From an optimization exercise on the open Yosys and OpenROAD flow, aimed at small area, a short achievable clock period and few clock cycles; shortcuts taken in it are not production practice.
In this exercise RTL edits were held to simulation tests only and were not proved equivalent to the original.
No activity file was given, so power comes from the tool's default toggle rates.

### flow/config.mk
export PLATFORM = sky130hd
export DESIGN_NAME = cbs_rtb
export DESIGN_NICKNAME = cbs_rtb
export VERILOG_FILES = /design/flow/design.v
export SDC_FILE = /design/flow/constraint.sdc
export NUM_CORES = 8
export LEC_CHECK = 0
export CAP_MARGIN = 20
export CORE_MARGIN = 2
export CORE_UTILIZATION = 40
export PLACE_DENSITY = 0.6
export SLEW_MARGIN = 20
export SYNTH_MEMORY_MAX_BITS = 65536
### flow/design.v
module fp_round (
    input  wire        sign,
    input  wire [7:0]  e_field,
    input  wire [22:0] m,
    input  wire        g,
    input  wire        s,
    output wire [31:0] y
);
    wire inc = g & (s | m[0]);
    wire [30:0] mag = {e_field, m} + {30'd0, inc};
    assign y = {sign, mag};
endmodule
module fp_lzc48 (
    input  wire [47:0] x,
    output reg  [5:0]  n
);
    reg [63:0] v;
    always @(*) begin
        v = {x, 1'b1, 15'd0};
        n = 6'd0;
        if (v[63:32] == 0) begin n = n + 6'd32; v = v << 32; end
        if (v[63:48] == 0) begin n = n + 6'd16; v = v << 16; end
        if (v[63:56] == 0) begin n = n + 6'd8;  v = v << 8;  end
        if (v[63:60] == 0) begin n = n + 6'd4;  v = v << 4;  end
        if (v[63:62] == 0) begin n = n + 6'd2;  v = v << 2;  end
        if (v[63] == 0)    begin n = n + 6'd1;  end
    end
endmodule
module fp_add (
    input  wire [31:0] a,
    input  wire [31:0] b,
    output reg  [31:0] y
);
    wire a_nan = (a[30:23] == 8'hFF) && (a[22:0] != 0);
    wire b_nan = (b[30:23] == 8'hFF) && (b[22:0] != 0);
    wire a_inf = (a[30:23] == 8'hFF) && (a[22:0] == 0);
    wire b_inf = (b[30:23] == 8'hFF) && (b[22:0] == 0);
    wire        swap = b[30:0] > a[30:0];
    wire [31:0] x = swap ? b : a;
    wire [31:0] z = swap ? a : b;
    wire [7:0]  ex = (x[30:23] == 0) ? 8'd1 : x[30:23];
    wire [7:0]  ez = (z[30:23] == 0) ? 8'd1 : z[30:23];
    wire [23:0] mx = {x[30:23] != 0, x[22:0]};
    wire [23:0] mz = {z[30:23] != 0, z[22:0]};
    wire [7:0]  d  = ex - ez;
    wire        sub = x[31] ^ z[31];
    reg  [26:0] mz_al;
    reg  [50:0] mz_wide;
    always @(*) begin
        mz_wide = {mz, 27'd0} >> d;
        if (d > 8'd26)
            mz_al = {26'd0, mz != 0};
        else
            mz_al = {mz_wide[50:25], mz_wide[24:0] != 0};
    end
    wire [27:0] sum = sub ? ({1'b0, mx, 3'b000} - {1'b0, mz_al})
                          : ({1'b0, mx, 3'b000} + {1'b0, mz_al});
    wire [5:0] lz;
    fp_lzc48 u_lzc (.x({sum[26:0], 21'd0}), .n(lz));
    reg [26:0] nm;       
    reg [8:0]  ne;       
    reg [5:0]  sh;
    always @(*) begin
        if (sum[27]) begin
            nm = {sum[27:2], sum[1] | sum[0]};
            ne = {1'b0, ex} + 9'd1;
            sh = 6'd0;
        end else begin
            sh = ({3'd0, lz} < {1'b0, ex} - 9'd1) ? lz : (ex - 8'd1);
            nm = sum[26:0] << sh;
            ne = {1'b0, ex} - {3'd0, sh};
        end
    end
    wire [7:0] ef = nm[26] ? ne[7:0] : 8'd0;
    wire [31:0] rnd;
    fp_round u_rnd (.sign(x[31]), .e_field(ef), .m(nm[25:3]), .g(nm[2]),
                    .s(nm[1] | nm[0]), .y(rnd));
    always @(*) begin
        if (a_nan || b_nan || (a_inf && b_inf && (a[31] != b[31])))
            y = 32'h7FC00000;
        else if (a_inf)
            y = a;
        else if (b_inf)
            y = b;
        else if (sum == 0)
            y = {a[31] & b[31], 31'd0};
        else if (ne >= 9'd255)
            y = {x[31], 8'hFF, 23'd0};
        else
            y = rnd;
    end
endmodule
module fp_mul (
    input  wire [31:0] a,
    input  wire [31:0] b,
    output reg  [31:0] y
);
    wire sign = a[31] ^ b[31];
    wire a_nan = (a[30:23] == 8'hFF) && (a[22:0] != 0);
    wire b_nan = (b[30:23] == 8'hFF) && (b[22:0] != 0);
    wire a_inf = (a[30:23] == 8'hFF) && (a[22:0] == 0);
    wire b_inf = (b[30:23] == 8'hFF) && (b[22:0] == 0);
    wire a_zero = a[30:0] == 0;
    wire b_zero = b[30:0] == 0;
    wire [7:0]  ea = (a[30:23] == 0) ? 8'd1 : a[30:23];
    wire [7:0]  eb = (b[30:23] == 0) ? 8'd1 : b[30:23];
    wire [23:0] ma = {a[30:23] != 0, a[22:0]};
    wire [23:0] mb = {b[30:23] != 0, b[22:0]};
    wire [47:0] p  = ma * mb;
    wire [5:0] lz;
    fp_lzc48 u_lzc (.x(p), .n(lz));
    wire signed [10:0] e = $signed({3'd0, ea}) + $signed({3'd0, eb})
                           - 11'sd126 - $signed({5'd0, lz});
    reg [47:0] pn;
    reg [73:0] pw;
    reg [10:0] rs;
    always @(*) begin
        pn = p << lz;
        pw = 74'd0;
        rs = 11'd0;
        if (e < 1) begin
            rs = 11'd1 - e;
            if (rs > 11'd26)
                pn = {47'd0, pn != 0};
            else begin
                pw = {pn, 26'd0} >> rs;
                pn = {pw[73:27], pw[26:0] != 0};
            end
        end
    end
    wire [7:0] ef = (e < 1) ? 8'd0 : e[7:0];
    wire [31:0] rnd;
    fp_round u_rnd (.sign(sign), .e_field(ef), .m(pn[46:24]), .g(pn[23]),
                    .s(pn[22:0] != 0), .y(rnd));
    always @(*) begin
        if (a_nan || b_nan || (a_inf && b_zero) || (b_inf && a_zero))
            y = 32'h7FC00000;
        else if (a_inf || b_inf)
            y = {sign, 8'hFF, 23'd0};
        else if (a_zero || b_zero)
            y = {sign, 31'd0};
        else if (e >= 255)
            y = {sign, 8'hFF, 23'd0};
        else
            y = rnd;
    end
endmodule
module fp_div (
    input  wire        clk,
    input  wire        rst,
    input  wire        start,
    input  wire [31:0] a,
    input  wire [31:0] b,
    output reg  [31:0] y,
    output reg         done
);
    wire sign = a[31] ^ b[31];
    wire a_nan = (a[30:23] == 8'hFF) && (a[22:0] != 0);
    wire b_nan = (b[30:23] == 8'hFF) && (b[22:0] != 0);
    wire a_inf = (a[30:23] == 8'hFF) && (a[22:0] == 0);
    wire b_inf = (b[30:23] == 8'hFF) && (b[22:0] == 0);
    wire a_zero = a[30:0] == 0;
    wire b_zero = b[30:0] == 0;
    wire [7:0]  ea = (a[30:23] == 0) ? 8'd1 : a[30:23];
    wire [7:0]  eb = (b[30:23] == 0) ? 8'd1 : b[30:23];
    wire [23:0] ma = {a[30:23] != 0, a[22:0]};
    wire [23:0] mb = {b[30:23] != 0, b[22:0]};
    wire [5:0] lza, lzb;
    fp_lzc48 u_lza (.x({ma, 24'd0}), .n(lza));
    fp_lzc48 u_lzb (.x({mb, 24'd0}), .n(lzb));
    wire [23:0] na = ma << lza;
    wire [23:0] nb = mb << lzb;
    wire        a_lt = na < nb;
    wire signed [10:0] e0 = $signed({3'd0, ea}) - $signed({5'd0, lza})
                            - $signed({3'd0, eb}) + $signed({5'd0, lzb})
                            + 11'sd127 - (a_lt ? 11'sd1 : 11'sd0);
    reg         busy;
    reg  [4:0]  cnt;
    reg  [25:0] rem;
    reg  [23:0] dvs;
    reg  [25:0] q;
    reg         sgn;
    reg  signed [10:0] e;
    reg  [31:0] special;
    reg         is_special;
    wire [25:0] diff = rem - {2'b00, dvs};
    wire        ge   = rem >= {2'b00, dvs};
    reg  [73:0] qw;
    reg  [25:0] qs;
    reg  [10:0] rs;
    always @(*) begin
        qs = q;
        qw = 74'd0;
        rs = 11'd0;
        if (e < 1) begin
            rs = 11'd1 - e;
            if (rs > 11'd27)
                qs = {25'd0, 1'b1};
            else begin
                qw = {q, 48'd0} >> rs;
                qs = {qw[73:49], qw[48:0] != 0};
            end
        end
    end
    wire        sticky = (rem != 0) | qs[0];
    wire [7:0]  ef = (e < 1) ? 8'd0 : e[7:0];
    wire [31:0] rnd;
    fp_round u_rnd (.sign(sgn), .e_field(ef), .m(qs[24:2]), .g(qs[1]),
                    .s(sticky), .y(rnd));
    always @(posedge clk) begin
        if (rst) begin
            busy <= 1'b0;
            done <= 1'b0;
        end else begin
            done <= 1'b0;
            if (start) begin
                sgn <= sign;
                e   <= e0;
                rem <= a_lt ? {1'b0, na, 1'b0} : {2'b00, na};
                dvs <= nb;
                q   <= 26'd0;
                cnt <= 5'd0;
                is_special <= 1'b1;
                if (a_nan || b_nan || (a_zero && b_zero) || (a_inf && b_inf))
                    special <= 32'h7FC00000;
                else if (a_inf || b_zero)
                    special <= {sign, 8'hFF, 23'd0};
                else if (a_zero || b_inf)
                    special <= {sign, 31'd0};
                else
                    is_special <= 1'b0;
                busy <= 1'b1;
            end else if (busy) begin
                if (is_special) begin
                    y    <= special;
                    busy <= 1'b0;
                    done <= 1'b1;
                end else if (cnt == 5'd26) begin
                    if (e >= 255)
                        y <= {sgn, 8'hFF, 23'd0};
                    else
                        y <= rnd;
                    busy <= 1'b0;
                    done <= 1'b1;
                end else begin
                    q   <= {q[24:0], ge};
                    rem <= (ge ? diff : rem) << 1;
                    cnt <= cnt + 5'd1;
                end
            end
        end
    end
endmodule
module fp_from_u32 (
    input  wire [31:0] n,
    output reg  [31:0] y
);
    wire [5:0] lz;
    fp_lzc48 u_lzc (.x({n, 16'd0}), .n(lz));
    wire [31:0] m = n << lz;
    wire [7:0]  e = 8'd158 - {2'd0, lz};
    wire [31:0] rnd;
    fp_round u_rnd (.sign(1'b0), .e_field(e), .m(m[30:8]), .g(m[7]),
                    .s(m[6:0] != 0), .y(rnd));
    always @(*) y = (n == 0) ? 32'd0 : rnd;
endmodule
module sin_table (
    input  wire [8:0]  j,
    output reg  [31:0] y
);
    always @(*) begin
        case (j)
            9'd0: y = 32'h00000000;
            9'd1: y = 32'h3BC90F88;
            9'd2: y = 32'h3C490E90;
            9'd3: y = 32'h3C96C9B6;
            9'd4: y = 32'h3CC90AB0;
            9'd5: y = 32'h3CFB49BA;
            9'd6: y = 32'h3D16C32C;
            9'd7: y = 32'h3D2FE007;
            9'd8: y = 32'h3D48FB30;
            9'd9: y = 32'h3D621469;
            9'd10: y = 32'h3D7B2B74;
            9'd11: y = 32'h3D8A200A;
            9'd12: y = 32'h3D96A905;
            9'd13: y = 32'h3DA3308C;
            9'd14: y = 32'h3DAFB680;
            9'd15: y = 32'h3DBC3AC3;
            9'd16: y = 32'h3DC8BD36;
            9'd17: y = 32'h3DD53DB9;
            9'd18: y = 32'h3DE1BC2E;
            9'd19: y = 32'h3DEE3876;
            9'd20: y = 32'h3DFAB273;
            9'd21: y = 32'h3E039502;
            9'd22: y = 32'h3E09CF86;
            9'd23: y = 32'h3E1008B7;
            9'd24: y = 32'h3E164083;
            9'd25: y = 32'h3E1C76DE;
            9'd26: y = 32'h3E22ABB6;
            9'd27: y = 32'h3E28DEFC;
            9'd28: y = 32'h3E2F10A2;
            9'd29: y = 32'h3E354098;
            9'd30: y = 32'h3E3B6ECF;
            9'd31: y = 32'h3E419B37;
            9'd32: y = 32'h3E47C5C2;
            9'd33: y = 32'h3E4DEE60;
            9'd34: y = 32'h3E541501;
            9'd35: y = 32'h3E5A3997;
            9'd36: y = 32'h3E605C13;
            9'd37: y = 32'h3E667C66;
            9'd38: y = 32'h3E6C9A7F;
            9'd39: y = 32'h3E72B651;
            9'd40: y = 32'h3E78CFCC;
            9'd41: y = 32'h3E7EE6E1;
            9'd42: y = 32'h3E827DC0;
            9'd43: y = 32'h3E8586CE;
            9'd44: y = 32'h3E888E93;
            9'd45: y = 32'h3E8B9507;
            9'd46: y = 32'h3E8E9A22;
            9'd47: y = 32'h3E919DDD;
            9'd48: y = 32'h3E94A031;
            9'd49: y = 32'h3E97A117;
            9'd50: y = 32'h3E9AA086;
            9'd51: y = 32'h3E9D9E78;
            9'd52: y = 32'h3EA09AE5;
            9'd53: y = 32'h3EA395C5;
            9'd54: y = 32'h3EA68F12;
            9'd55: y = 32'h3EA986C4;
            9'd56: y = 32'h3EAC7CD4;
            9'd57: y = 32'h3EAF713A;
            9'd58: y = 32'h3EB263EF;
            9'd59: y = 32'h3EB554EC;
            9'd60: y = 32'h3EB8442A;
            9'd61: y = 32'h3EBB31A0;
            9'd62: y = 32'h3EBE1D4A;
            9'd63: y = 32'h3EC1071E;
            9'd64: y = 32'h3EC3EF15;
            9'd65: y = 32'h3EC6D529;
            9'd66: y = 32'h3EC9B953;
            9'd67: y = 32'h3ECC9B8B;
            9'd68: y = 32'h3ECF7BCA;
            9'd69: y = 32'h3ED25A09;
            9'd70: y = 32'h3ED53641;
            9'd71: y = 32'h3ED8106B;
            9'd72: y = 32'h3EDAE880;
            9'd73: y = 32'h3EDDBE79;
            9'd74: y = 32'h3EE0924F;
            9'd75: y = 32'h3EE363FA;
            9'd76: y = 32'h3EE63375;
            9'd77: y = 32'h3EE900B7;
            9'd78: y = 32'h3EEBCBBB;
            9'd79: y = 32'h3EEE9479;
            9'd80: y = 32'h3EF15AEA;
            9'd81: y = 32'h3EF41F07;
            9'd82: y = 32'h3EF6E0CB;
            9'd83: y = 32'h3EF9A02D;
            9'd84: y = 32'h3EFC5D27;
            9'd85: y = 32'h3EFF17B2;
            9'd86: y = 32'h3F00E7E4;
            9'd87: y = 32'h3F0242B1;
            9'd88: y = 32'h3F039C3D;
            9'd89: y = 32'h3F04F484;
            9'd90: y = 32'h3F064B82;
            9'd91: y = 32'h3F07A136;
            9'd92: y = 32'h3F08F59B;
            9'd93: y = 32'h3F0A48AD;
            9'd94: y = 32'h3F0B9A6B;
            9'd95: y = 32'h3F0CEAD0;
            9'd96: y = 32'h3F0E39DA;
            9'd97: y = 32'h3F0F8784;
            9'd98: y = 32'h3F10D3CD;
            9'd99: y = 32'h3F121EB0;
            9'd100: y = 32'h3F13682A;
            9'd101: y = 32'h3F14B039;
            9'd102: y = 32'h3F15F6D9;
            9'd103: y = 32'h3F173C07;
            9'd104: y = 32'h3F187FC0;
            9'd105: y = 32'h3F19C200;
            9'd106: y = 32'h3F1B02C6;
            9'd107: y = 32'h3F1C420C;
            9'd108: y = 32'h3F1D7FD1;
            9'd109: y = 32'h3F1EBC12;
            9'd110: y = 32'h3F1FF6CB;
            9'd111: y = 32'h3F212FF9;
            9'd112: y = 32'h3F226799;
            9'd113: y = 32'h3F239DA9;
            9'd114: y = 32'h3F24D225;
            9'd115: y = 32'h3F26050A;
            9'd116: y = 32'h3F273656;
            9'd117: y = 32'h3F286605;
            9'd118: y = 32'h3F299415;
            9'd119: y = 32'h3F2AC082;
            9'd120: y = 32'h3F2BEB4A;
            9'd121: y = 32'h3F2D1469;
            9'd122: y = 32'h3F2E3BDE;
            9'd123: y = 32'h3F2F61A5;
            9'd124: y = 32'h3F3085BB;
            9'd125: y = 32'h3F31A81D;
            9'd126: y = 32'h3F32C8C9;
            9'd127: y = 32'h3F33E7BC;
            9'd128: y = 32'h3F3504F3;
            9'd129: y = 32'h3F36206C;
            9'd130: y = 32'h3F373A23;
            9'd131: y = 32'h3F385216;
            9'd132: y = 32'h3F396842;
            9'd133: y = 32'h3F3A7CA4;
            9'd134: y = 32'h3F3B8F3B;
            9'd135: y = 32'h3F3CA003;
            9'd136: y = 32'h3F3DAEF9;
            9'd137: y = 32'h3F3EBC1B;
            9'd138: y = 32'h3F3FC767;
            9'd139: y = 32'h3F40D0DA;
            9'd140: y = 32'h3F41D870;
            9'd141: y = 32'h3F42DE29;
            9'd142: y = 32'h3F43E200;
            9'd143: y = 32'h3F44E3F5;
            9'd144: y = 32'h3F45E403;
            9'd145: y = 32'h3F46E22A;
            9'd146: y = 32'h3F47DE65;
            9'd147: y = 32'h3F48D8B3;
            9'd148: y = 32'h3F49D112;
            9'd149: y = 32'h3F4AC77F;
            9'd150: y = 32'h3F4BBBF8;
            9'd151: y = 32'h3F4CAE79;
            9'd152: y = 32'h3F4D9F02;
            9'd153: y = 32'h3F4E8D90;
            9'd154: y = 32'h3F4F7A1F;
            9'd155: y = 32'h3F5064AF;
            9'd156: y = 32'h3F514D3D;
            9'd157: y = 32'h3F5233C6;
            9'd158: y = 32'h3F531849;
            9'd159: y = 32'h3F53FAC3;
            9'd160: y = 32'h3F54DB31;
            9'd161: y = 32'h3F55B993;
            9'd162: y = 32'h3F5695E5;
            9'd163: y = 32'h3F577026;
            9'd164: y = 32'h3F584853;
            9'd165: y = 32'h3F591E6A;
            9'd166: y = 32'h3F59F26A;
            9'd167: y = 32'h3F5AC450;
            9'd168: y = 32'h3F5B941A;
            9'd169: y = 32'h3F5C61C7;
            9'd170: y = 32'h3F5D2D53;
            9'd171: y = 32'h3F5DF6BE;
            9'd172: y = 32'h3F5EBE05;
            9'd173: y = 32'h3F5F8327;
            9'd174: y = 32'h3F604621;
            9'd175: y = 32'h3F6106F2;
            9'd176: y = 32'h3F61C598;
            9'd177: y = 32'h3F628210;
            9'd178: y = 32'h3F633C5A;
            9'd179: y = 32'h3F63F473;
            9'd180: y = 32'h3F64AA59;
            9'd181: y = 32'h3F655E0B;
            9'd182: y = 32'h3F660F88;
            9'd183: y = 32'h3F66BECC;
            9'd184: y = 32'h3F676BD8;
            9'd185: y = 32'h3F6816A8;
            9'd186: y = 32'h3F68BF3C;
            9'd187: y = 32'h3F696591;
            9'd188: y = 32'h3F6A09A7;
            9'd189: y = 32'h3F6AAB7B;
            9'd190: y = 32'h3F6B4B0C;
            9'd191: y = 32'h3F6BE858;
            9'd192: y = 32'h3F6C835E;
            9'd193: y = 32'h3F6D1C1D;
            9'd194: y = 32'h3F6DB293;
            9'd195: y = 32'h3F6E46BE;
            9'd196: y = 32'h3F6ED89E;
            9'd197: y = 32'h3F6F6830;
            9'd198: y = 32'h3F6FF573;
            9'd199: y = 32'h3F708066;
            9'd200: y = 32'h3F710908;
            9'd201: y = 32'h3F718F57;
            9'd202: y = 32'h3F721352;
            9'd203: y = 32'h3F7294F8;
            9'd204: y = 32'h3F731447;
            9'd205: y = 32'h3F73913F;
            9'd206: y = 32'h3F740BDD;
            9'd207: y = 32'h3F748422;
            9'd208: y = 32'h3F74FA0B;
            9'd209: y = 32'h3F756D97;
            9'd210: y = 32'h3F75DEC6;
            9'd211: y = 32'h3F764D97;
            9'd212: y = 32'h3F76BA07;
            9'd213: y = 32'h3F772417;
            9'd214: y = 32'h3F778BC5;
            9'd215: y = 32'h3F77F110;
            9'd216: y = 32'h3F7853F8;
            9'd217: y = 32'h3F78B47B;
            9'd218: y = 32'h3F791298;
            9'd219: y = 32'h3F796E4E;
            9'd220: y = 32'h3F79C79D;
            9'd221: y = 32'h3F7A1E84;
            9'd222: y = 32'h3F7A7302;
            9'd223: y = 32'h3F7AC516;
            9'd224: y = 32'h3F7B14BE;
            9'd225: y = 32'h3F7B61FC;
            9'd226: y = 32'h3F7BACCD;
            9'd227: y = 32'h3F7BF531;
            9'd228: y = 32'h3F7C3B28;
            9'd229: y = 32'h3F7C7EB0;
            9'd230: y = 32'h3F7CBFC9;
            9'd231: y = 32'h3F7CFE73;
            9'd232: y = 32'h3F7D3AAC;
            9'd233: y = 32'h3F7D7474;
            9'd234: y = 32'h3F7DABCC;
            9'd235: y = 32'h3F7DE0B1;
            9'd236: y = 32'h3F7E1324;
            9'd237: y = 32'h3F7E4323;
            9'd238: y = 32'h3F7E70B0;
            9'd239: y = 32'h3F7E9BC9;
            9'd240: y = 32'h3F7EC46D;
            9'd241: y = 32'h3F7EEA9D;
            9'd242: y = 32'h3F7F0E58;
            9'd243: y = 32'h3F7F2F9D;
            9'd244: y = 32'h3F7F4E6D;
            9'd245: y = 32'h3F7F6AC7;
            9'd246: y = 32'h3F7F84AB;
            9'd247: y = 32'h3F7F9C18;
            9'd248: y = 32'h3F7FB10F;
            9'd249: y = 32'h3F7FC38F;
            9'd250: y = 32'h3F7FD397;
            9'd251: y = 32'h3F7FE129;
            9'd252: y = 32'h3F7FEC43;
            9'd253: y = 32'h3F7FF4E6;
            9'd254: y = 32'h3F7FFB11;
            9'd255: y = 32'h3F7FFEC4;
            9'd256: y = 32'h3F800000;
            default: y = 32'h3F800000;
        endcase
    end
endmodule
module cbs_rtb #(
    parameter integer CAP             = 16,
    parameter integer W               = 8,
    parameter [31:0]  NOMINAL_PERIOD  = 32'd1000,
    parameter [31:0]  PERIOD_MIN      = 32'd900,
    parameter [31:0]  PERIOD_MAX      = 32'd1100,
    parameter [31:0]  TICK_STEP       = 32'h3C23D70A,   
    parameter [31:0]  DUTY_FRACTION   = 32'h3E800000,   
    parameter [31:0]  CENTER_FRACTION = 32'h3F000000,   
    parameter [31:0]  OFF_DUTY        = 32'd0
) (
    input  wire          clk,
    input  wire          rst,
    input  wire          h_valid,
    input  wire [31:0]   h_data,
    output wire          ready,
    output reg           r_valid,
    output reg  [31:0]   r_data,
    input  wire          p_valid,
    input  wire [W-1:0]  p_data,
    input  wire          tick,
    output wire [31:0]   period_out,
    output wire [31:0]   duty_out
);
    localparam integer CW = $clog2(CAP + 1);    
    localparam integer AW = (CAP > 1) ? $clog2(CAP) : 1;
    localparam [CW-1:0] CAPC = CAP;
    localparam [31:0] INV_2PI   = 32'h3E22F983;   
    localparam [31:0] CANON_NAN = 32'h7FC00000;
    localparam [7:0] OP_AVAIL = 8'h01, OP_FLUSH = 8'h02, OP_PEEK   = 8'h03,
                     OP_REFS  = 8'h10, OP_SETC  = 8'h11, OP_RDREG  = 8'h20;
    localparam [4:0] S_IDLE   = 5'd0,
                     S_T_ST   = 5'd1,    
                     S_T_TSS  = 5'd2,    
                     S_T_SUB  = 5'd3,    
                     S_T_FMUL = 5'd4,    
                     S_T_PADD = 5'd5,    
                     S_T_SIN  = 5'd6,    
                     S_T_DA   = 5'd7,    
                     S_T_CE   = 5'd8,    
                     S_T_O1   = 5'd9,    
                     S_T_O2   = 5'd10,   
                     S_T_D    = 5'd11,   
                     S_T_CONV = 5'd12,   
                     S_R_INT  = 5'd13,   
                     S_R_DIVS = 5'd14,   
                     S_R_DIVW = 5'd15,   
                     S_R_Q    = 5'd16,   
                     S_R_FIN  = 5'd17;   
    reg [W-1:0]  fmem [0:CAP-1];
    reg [AW-1:0] wc, rc;
    reg [CW-1:0] ic, cc;
    reg          synced, err_ill, err_corr, err_duty;
    reg [31:0]   tsc, tols, st, tss, pcorr, period, duty;
    reg [31:0]   amp, freq, phase, start;
    reg [1:0]    hp_k;         
    reg [31:0]   hp_cmd;
    reg [31:0]   hp_op0, hp_op1;
    reg [4:0]    state;
    reg [31:0]   tref;
    reg [31:0]   t_r, theta_r, x_r, da_r, ce_r, o_r, d_r, q_r;
    assign ready      = (state == S_IDLE);
    assign period_out = period;
    assign duty_out   = duty;
    reg  [31:0] add_a, add_b, mul_a, mul_b;
    wire [31:0] add_y, mul_y, div_y, pf;
    wire        div_done;
    fp_add      u_add (.a(add_a), .b(add_b), .y(add_y));
    fp_mul      u_mul (.a(mul_a), .b(mul_b), .y(mul_y));
    fp_from_u32 u_cvt (.n(period), .y(pf));
    fp_div      u_div (.clk(clk), .rst(rst), .start(state == S_R_DIVS),
                       .a(tss), .b(t_r), .y(div_y), .done(div_done));
    wire [31:0] NOM_F;
    fp_from_u32 u_nom (.n(NOMINAL_PERIOD), .y(NOM_F));
    reg  [9:0]  sin_idx;
    reg  [23:0] sin_m;
    reg  [33:0] sin_sh;
    reg  [31:0] sin_y;
    wire [31:0] sin_mag;
    wire [8:0]  sin_j = sin_idx[8] ? (9'd256 - {1'b0, sin_idx[7:0]})
                                   : {1'b0, sin_idx[7:0]};
    sin_table u_sin (.j(sin_j), .y(sin_mag));
    always @(*) begin
        sin_m = {x_r[30:23] != 0, x_r[22:0]};
        sin_sh = 34'd0;
        if (x_r[30:23] == 0)
            sin_idx = 10'd0;
        else if (x_r[30:23] >= 8'd140) begin
            sin_sh  = {10'd0, sin_m} << (x_r[30:23] - 8'd140);
            sin_idx = (x_r[30:23] - 8'd140 >= 8'd10) ? 10'd0 : sin_sh[9:0];
        end else begin
            sin_sh  = {10'd0, sin_m} >> (8'd140 - x_r[30:23]);
            sin_idx = (8'd140 - x_r[30:23] >= 8'd24) ? 10'd0 : sin_sh[9:0];
        end
        if (theta_r[30:23] == 8'hFF)
            sin_y = CANON_NAN;
        else if (theta_r[30:0] == 0)
            sin_y = theta_r;
        else
            sin_y = {x_r[31] ^ sin_idx[9], sin_mag[30:0]};
    end
    always @(*) begin
        add_a = st;
        add_b = TICK_STEP;
        mul_a = freq;
        mul_b = t_r;
        case (state)
            S_T_ST:   begin add_a = st;   add_b = TICK_STEP; end
            S_T_TSS:  begin add_a = tss;  add_b = TICK_STEP; end
            S_T_SUB:  begin add_a = st;   add_b = {~start[31], start[30:0]}; end
            S_T_PADD: begin add_a = t_r;  add_b = phase; end
            S_T_D:    begin add_a = ce_r; add_b = o_r; end
            S_R_INT:  begin add_a = tref; add_b = {~tols[31], tols[30:0]}; end
            default:  ;
        endcase
        case (state)
            S_T_FMUL: begin mul_a = freq;            mul_b = t_r; end
            S_T_SIN:  begin mul_a = theta_r;         mul_b = INV_2PI; end
            S_T_DA:   begin mul_a = DUTY_FRACTION;   mul_b = pf; end
            S_T_CE:   begin mul_a = CENTER_FRACTION; mul_b = pf; end
            S_T_O1:   begin mul_a = da_r;            mul_b = amp; end
            S_T_O2:   begin mul_a = o_r;             mul_b = sin_y; end
            S_R_Q:    begin mul_a = q_r;             mul_b = NOM_F; end
            default:  ;
        endcase
    end
    function automatic [31:0] corr_clamp(input [31:0] q);
        reg [32:0] x2;      
        reg [32:0] r;
        begin
            if (q[31] || q[30:23] == 0)             
                corr_clamp = PERIOD_MIN;
            else if (q[30:23] >= 8'd159)            
                corr_clamp = PERIOD_MAX;
            else begin
                if (q[30:23] >= 8'd149)
                    x2 = {9'd0, 1'b1, q[22:0]} << (q[30:23] - 8'd149);
                else if (8'd149 - q[30:23] >= 8'd24)
                    x2 = 33'd0;
                else
                    x2 = {9'd0, 1'b1, q[22:0]} >> (8'd149 - q[30:23]);
                r = (x2 + 33'd1) >> 1;
                if (r < {1'b0, PERIOD_MIN})
                    corr_clamp = PERIOD_MIN;
                else if (r > {1'b0, PERIOD_MAX})
                    corr_clamp = PERIOD_MAX;
                else
                    corr_clamp = r[31:0];
            end
        end
    endfunction
    function automatic [31:0] duty_convert(input [31:0] d, input [31:0] per);
        reg [31:0] n;
        begin
            if (d[31] || d[30:23] < 8'd127)         
                duty_convert = 32'd0;
            else if (d[30:23] >= 8'd159)            
                duty_convert = per;
            else begin
                if (d[30:23] >= 8'd150)
                    n = {8'd0, 1'b1, d[22:0]} << (d[30:23] - 8'd150);
                else
                    n = {8'd0, 1'b1, d[22:0]} >> (8'd150 - d[30:23]);
                duty_convert = (n > per) ? per : n;
            end
        end
    endfunction
    wire d_is_nan = (d_r[30:23] == 8'hFF) && (d_r[22:0] != 0);
    wire q_is_nan = (q_r[30:23] == 8'hFF) && (q_r[22:0] != 0);
    wire amp_pos  = !amp[31] && (amp[30:0] != 0) &&
                    !((amp[30:23] == 8'hFF) && (amp[22:0] != 0));
    wire        h_acc  = h_valid && ready;
    wire        exec   = h_acc && (hp_k == 2'd0 || hp_k == 2'd1);
    wire [31:0] cmd    = (hp_k == 2'd0) ? h_data : hp_cmd;
    wire [7:0]  opc    = cmd[31:24];
    wire [23:0] arg    = cmd[23:0];
    wire        first_multi = h_acc && hp_k == 2'd0 &&
                              (h_data[31:24] == OP_REFS || h_data[31:24] == OP_SETC);
    wire        do_cmd = exec && !first_multi;
    wire          we  = p_valid;
    wire [AW-1:0] wc1 = we ? ((wc == CAP - 1) ? {AW{1'b0}} : wc + 1'b1) : wc;
    wire [CW-1:0] ic1 = (we && ic != CAP) ? ic + 1'b1 : ic;
    wire [CW:0]   avail_s   = {1'b0, cc} + {1'b0, ic1};
    wire [CW-1:0] avail_c   = (avail_s >= CAP) ? CAPC : avail_s[CW-1:0];
    wire [AW-1:0] peek_addr = ({1'b0, arg} + rc) % CAP;
    wire [W-1:0]  peek_data = (we && peek_addr == wc) ? p_data : fmem[peek_addr];
    reg        rd_ok;
    reg [31:0] rd_val;
    always @(*) begin
        rd_ok = 1'b1;
        case (arg[7:0])
            8'h00: rd_val = {28'd0, err_duty, err_corr, err_ill, synced};
            8'h01: rd_val = CAP;
            8'h02: rd_val = {{(32-AW){1'b0}}, wc1};
            8'h03: rd_val = {{(32-AW){1'b0}}, rc};
            8'h04: rd_val = {{(32-CW){1'b0}}, ic1};
            8'h05: rd_val = {{(32-CW){1'b0}}, cc};
            8'h10: rd_val = st;
            8'h11: rd_val = tsc;
            8'h12: rd_val = tols;
            8'h13: rd_val = tss;
            8'h14: rd_val = pcorr;
            8'h15: rd_val = period;
            8'h16: rd_val = duty;
            8'h17: rd_val = amp;
            8'h18: rd_val = freq;
            8'h19: rd_val = phase;
            8'h1A: rd_val = start;
            default: begin rd_val = 32'd0; rd_ok = 1'b0; end
        endcase
    end
    always @(posedge clk) begin
        if (we && !rst)
            fmem[wc] <= p_data;
    end
    always @(posedge clk) begin
        if (rst) begin
            wc <= 0; rc <= 0; ic <= 0; cc <= 0;
            synced <= 1'b0; err_ill <= 1'b0; err_corr <= 1'b0; err_duty <= 1'b0;
            tsc <= 32'd0; tols <= 32'd0; st <= 32'd0; tss <= 32'd0;
            pcorr <= NOMINAL_PERIOD; period <= NOMINAL_PERIOD; duty <= OFF_DUTY;
            amp <= 32'd0; freq <= 32'd0; phase <= 32'd0; start <= 32'd0;
            hp_k <= 2'd0;
            state <= S_IDLE;
            r_valid <= 1'b0;
            r_data <= 32'd0;
        end else begin
            r_valid <= 1'b0;
            wc <= wc1;
            ic <= ic1;
            if (h_acc) begin
                if (hp_k == 2'd0) begin
                    hp_cmd <= h_data;
                    if (h_data[31:24] == OP_REFS)
                        hp_k <= 2'd1;
                    else if (h_data[31:24] == OP_SETC)
                        hp_k <= 2'd3;
                end else begin
                    hp_k <= hp_k - 2'd1;
                    if (hp_k == 2'd3) hp_op0 <= h_data;
                    if (hp_k == 2'd2) hp_op1 <= h_data;
                end
            end
            if (do_cmd) begin
                r_valid <= 1'b1;
                r_data  <= 32'd0;
                case (opc)
                    OP_AVAIL:
                        if (arg != 0) err_ill <= 1'b1;
                        else begin
                            if (avail_s >= CAP) rc <= wc1;
                            cc <= avail_c;
                            ic <= 0;
                            r_data <= {{(32-CW){1'b0}}, avail_c};
                        end
                    OP_FLUSH: begin
                        rc <= ({1'b0, arg} + rc) % CAP;
                        cc <= ({{(24-CW){1'b0}}, cc} >= arg) ? cc - arg[CW-1:0] : 0;
                    end
                    OP_PEEK:
                        r_data <= {{(32-W){1'b0}}, peek_data};
                    OP_RDREG:
                        if (arg[23:8] != 0 || !rd_ok) err_ill <= 1'b1;
                        else r_data <= rd_val;
                    OP_REFS:
                        if (arg != 0) err_ill <= 1'b1;
                        else if (!synced) begin
                            tsc <= h_data; tols <= h_data; st <= h_data;
                            tss <= 32'd0;
                            synced <= 1'b1;
                        end else begin
                            r_valid <= 1'b0;
                            tref <= h_data;
                            state <= S_R_INT;
                        end
                    OP_SETC:
                        if (arg != 0) err_ill <= 1'b1;
                        else begin
                            amp <= hp_op0; freq <= hp_op1; phase <= h_data;
                            start <= st;
                        end
                    default:
                        err_ill <= 1'b1;
                endcase
            end
            case (state)
                S_IDLE:
                    if (tick) state <= S_T_ST;
                S_T_ST: begin
                    if (synced) st <= add_y;
                    state <= S_T_TSS;
                end
                S_T_TSS: begin
                    if (synced) tss <= add_y;
                    period <= synced ? pcorr : NOMINAL_PERIOD;
                    if (amp_pos)
                        state <= S_T_SUB;
                    else begin
                        duty <= OFF_DUTY;
                        state <= S_IDLE;
                    end
                end
                S_T_SUB:  begin t_r <= add_y;     state <= S_T_FMUL; end
                S_T_FMUL: begin t_r <= mul_y;     state <= S_T_PADD; end
                S_T_PADD: begin theta_r <= add_y; state <= S_T_SIN;  end
                S_T_SIN:  begin x_r <= mul_y;     state <= S_T_DA;   end
                S_T_DA:   begin da_r <= mul_y;    state <= S_T_CE;   end
                S_T_CE:   begin ce_r <= mul_y;    state <= S_T_O1;   end
                S_T_O1:   begin o_r <= mul_y;     state <= S_T_O2;   end
                S_T_O2:   begin o_r <= mul_y;     state <= S_T_D;    end
                S_T_D:    begin d_r <= add_y;     state <= S_T_CONV; end
                S_T_CONV: begin
                    if (d_is_nan) begin
                        err_duty <= 1'b1;
                        duty <= OFF_DUTY;
                    end else
                        duty <= duty_convert(d_r, period);
                    state <= S_IDLE;
                end
                S_R_INT:  begin t_r <= add_y; state <= S_R_DIVS; end
                S_R_DIVS: state <= S_R_DIVW;
                S_R_DIVW:
                    if (div_done) begin
                        q_r <= div_y;
                        state <= S_R_Q;
                    end
                S_R_Q:    begin q_r <= mul_y; state <= S_R_FIN; end
                S_R_FIN: begin
                    if (q_is_nan)
                        err_corr <= 1'b1;
                    else
                        pcorr <= corr_clamp(q_r);
                    tols <= tref;
                    tss <= 32'd0;
                    r_valid <= 1'b1;
                    r_data <= 32'd0;
                    state <= S_IDLE;
                end
                default: state <= S_IDLE;
            endcase
        end
    end
endmodule
### flow/constraint.sdc
create_clock -name core_clock -period 25.0 [get_ports {clk}]
set_input_delay 5.0000 -clock core_clock [delete_from_list [all_inputs] [get_ports {clk}]]
set_output_delay 5.0000 -clock core_clock [all_outputs]
set_load 0.01 [all_outputs]
### flow/run.sh
#!/bin/bash
# synth_recipe.tcl (not shown) runs the flow's synth.tcl, then flattens the netlist and writes it again
# the make line also repeats each setting of config.mk as NAME=value (left out here)
make -C /OpenROAD-flow-scripts/flow DESIGN_CONFIG=/design/flow/config.mk WORK_HOME=/design/flow/orfs CLKGATE_MAP_FILE= SYNTH_SCRIPT=/design/flow/synth_recipe.tcl finish
==> notes.md <==
## final timing paths
| check | end | cells past startpoint |
|---|---|---|
| min reg2reg | freq[3]$_SDFFE_PP0P_ | 2 |
| max | ce_r[23]$_DFFE_PP_ | 80 |
| min | freq[3]$_SDFFE_PP0P_ | 2 |
| max reg2reg | ce_r[23]$_DFFE_PP_ | 80 |
## power by group
group	internal [mW]	switching, mW
logic	2.63	6.69
registers	1.86	0.00977
clock network	0.947	0.795
## metrics by stage
step | std cells | utilization | area [sq um]
3_3_place_gp | 17740 | 0.4305 | 121700
3_5_place_dp | 17740 | 0.4307 | 121800
2_1_floorplan | 14300 | - | 113900
6_report | 18000 | 0.4457 | 126000
5_1_grt | 17970 | 0.4454 | 125900
4_1_cts | 17950 | 0.4439 | 125500
## layer usage
layer / vias up / share of wire
li1: 52480 / -
met4: 44 / 0.094
met2: 9069 / 0.41
met3: 2295 / 0.13
met5: - / 0.00057
met1: 59940 / 0.37
## cells by family (layout without fill, tap and decap cells)
| group | Yosys count | count (layout) | share of synthesized area |
|---|---|---|---|
| XOR/XNOR | 279 | 279 | 0.02145 |
| AND/OR/NAND/NOR | 5340 | 5340 | 0.2196 |
| buffers and inverters | 1849 | 1767 | 0.06210 |
| multiplexers | 590 | 590 | 0.06543 |
| flip-flops | 1057 | 1057 | 0.2420 |
| adder cells (fa/ha/maj) | 971 | 971 | 0.1396 |
| other | 0 | 38 | 0 |
| AO/OA/AOI/OAI | 4217 | 4217 | 0.2499 |
## final cells by class
| class | count | area (sq um) |
|---|---|---|
| fill | 28400 | 156800 |
| multi-input combinational | 11400 | 80560 |
| sequential | 1057 | 27580 |
| timing repair buffer | 789 | 6471 |
| tap | 3743 | 4683 |
| clock buffer | 135 | 2969 |
| inverter | 768 | 2885 |
| clock inverter | 75 | 782.0 |
| antenna | 38 | 95.09 |
## placed cells by master (no fill, tap or decap), types with 179 or more instances in the layout
master / netlist / final
nor2_1: 1205 / 1167
mux2i_1: 372 / 372
and2_1: 201 / 199
o21ai_0: 708 / 699
a21oi_1: 1096 / 1079
edfxtp_1: 641 / 641
a31oi_1: 225 / 195
fa_1: 500 / 500
nor3_1: 365 / 350
nand2_1: 2001 / 1996
nand4_1: 179 / 179
nand3_1: 458 / 456
inv_1: 753 / 750
o211ai_1: 190 / 190
buf_4: 8 / 626
a22oi_1: 238 / 237
dfxtp_1: 416 / 415
a211oi_1: 254 / 252
ha_1: 471 / 468
## worst min-delay path, cell delays in order (launching register included)
cell and delay (ns):
edfxtp_1 0.32, nand2_1 0.05, a21oi_1 0.10
## repair_timing
action                                  CTS  global route
setup buffers                             0             2
gates resized for setup                   0            38
endpoints found under the setup margin    0           165
==> key figures <==
Route
  • Routed via count: 123800
  • Via density per instance: 6.879
  • Routed wire length per instance: ~34 um
  • Total length of routed wires: just over 600000 um
  • DRT Pass-1 Iters: 14
  • Post-route antenna net violation count: 0
  • # DRC: 0
  • Detailed Route Iter0 Violations: between 20000 and 25000

GRT
  • Via count of the first global-routing pass: 113800
  • Total routing resource utilization after global routing: 0.4111
  • Maximum number of pins on one net before global-route repair: 129
  • Fraction of met2 tracks used by global routing: 0.5931
  • GR met3 Demand/Resource: 0.1342
  • First-pass GRT wire length: 864700 um
  • Aggregate global routing overflow: 0
  • Met1 track demand over resource: 0.5055
  • Initial antenna violation count: 59
  • Most used routing layer in global routing: met2

Logic synthesis
  • List of most frequent post-synthesis cells: 2001 x nand2_1, 1205 x nor2_1, 1096 x a21oi_1
  • Top-area cell type share of the netlist area: 0.1689
  • Number of distinct library cells after synthesis: 129
  • Mapped Area: around 110000 sq um
  • Biggest area contributors in the synthesized netlist: edfxtp_1 17%, fa_1 8.8%, dfxtp_1 7.3%, nand2_1 6.6%, ha_1 5.2%
  • Cell type with the largest total area after synthesis: edfxtp_1
  • Sequential fraction of the synthesis area: 0.2420
  • YS warnings: 7
  • Count of mapped cells out of synthesis: 14300
  • Proportion of synthesized flip-flops having asynchronous set or reset: 0
  • Flip-flop and latch count after synthesis: 1057
  • Number of synthesized flops with an enable pin: 641
  • Library cell with the highest instance count after synthesis: nand2_1
  • Avg Synthesized Cell Area: 7.966 sq um
  • Primary flip-flop cell chosen by synthesis mapping: edfxtp_1
  • Synth Net Count: between 15000 and 20000

STA
  • Aggregate negative setup slack: 0 ns
  • Transition time at the pin with the least slew margin: 1.426 ns
  • Headroom to the max-slew limit: 0.04905
  • Count of pins over their slew limit: 0
  • Worst clock skew: 0.09606 ns
  • Final-report setup violation count: 0
  • Maximum clock rate: 0.04145 GHz
  • Hold Fails Final Rpt: 0
  • Minimum setup slack in the final design: 0.8729 ns
  • Post-layout minimum cycle time: 24.13 ns
  • Tightest hold margin: 0.4570 ns
  • Period Utilization, post-route: 0.9651

Finish
  • Max FFs per register: 128
  • Share of post-route cells with drive strength above 1: 0.1007
  • Register with the most flip-flops: fmem
  • Net count, final: 15140
  • Area growth from synthesis to final layout: 10.61%

Critical path
  • CP max-delay cell: ha_2
  • Critical Path RT: 25.46 ns
  • CP most frequent cell: fa_1
  • Crit path kind: flip-flop to flip-flop
  • Arrival @ worst endpoint: about 25 ns
  • Flop-to-flop setup slack: 0.87 ns
  • Crit-path max FO: 96
  • WP buf/inv: 15
  • Delay contributed by the slowest stage of the critical path: 0.64 ns
  • Cell family with most CP delay: compound AO/OA/AOI/OAI gates
  • Startpoint class of the critical path: flip-flop
  • Crit end category: flip-flop
  • Critical R2R Launch: x_r[23]$_DFFE_PP_
  • Crit. Startpoint: x_r[23]$_DFFE_PP_

Placed design
  • Setup slack at placement: 0.5203 ns
  • # port buffers: 142
  • Detailed Place HPWL: 464300 um
  • Last weighted congestion value of the routability-driven placer: 1.121

Floorplan
  • Full die area: 289100 sq um
  • Horizontal extent of the die: 537.7 um
  • Die height: around 540 um
  • Placement Rows: just under 200
  • Num ports: 143
  • Core Footprint: 282800 sq um
  • Initial core utilization: 0.4029

Pwr
  • IR drop worst, VDD: between 300 and 400 uV
  • Leakage power summed over all cells: about 46 nW
  • Post-layout power: approximately 13 mW
  • Power per Cell Area: 102.6 nW/um^2

CTS
  • Clock sink count: 1057
  • Maximum root-to-sink buffer count: 3
  • CTS root buf: clkbuf_16
  • H-tree levels: 3
  • Hold buffer count at cts: 0
  • Clock-pin slew of the registers on the worst-case setup and hold paths: 0.07 ns
  • Worst skew pair latency: 0.85 ns
  • Clock tree from TritonCTS: built
  • Number of CTS-inserted buffers: 111

Min path
  • Worst hold path type: flip-flop to flip-flop
  • Worst Hold Launch: hp_op1[3]$_DFFE_PP_

Job
  • Max-Cap Viols: 0

Run status
  • Status: no timing/DRC/antenna violations
Testbench counts, summed over its fixed seeds: cycles 140,604.

what the ideal ports hide:
In the flow no input, the clock included, has a driving cell. The finished layout below was timed again as built, in two steps. Step 1 sets driving cells, clkbuf_16 on the clock port and buf_2 on the other inputs (assumed; they add their load-dependent delay and slew). Step 2 adds t to the input delays and takes it off the output delays; t is the mean of the earliest and latest rising clock arrival at the registers after step 1. Input paths then give back, and output paths get back, about the clock's delay inside the block. Three values: ideal, step 1, step 2; two values: the first two.
t (ns): 0.867
setup slack, ns: 0.873 / 0.873 / 0.873
hold WS [ns]: 0.457 / 0.457 / 0.457
After both steps setup and hold are still met in this run. For this run, drivers alone change the setup slack by 0.000 ns; drivers and shift together by 0.000 ns.
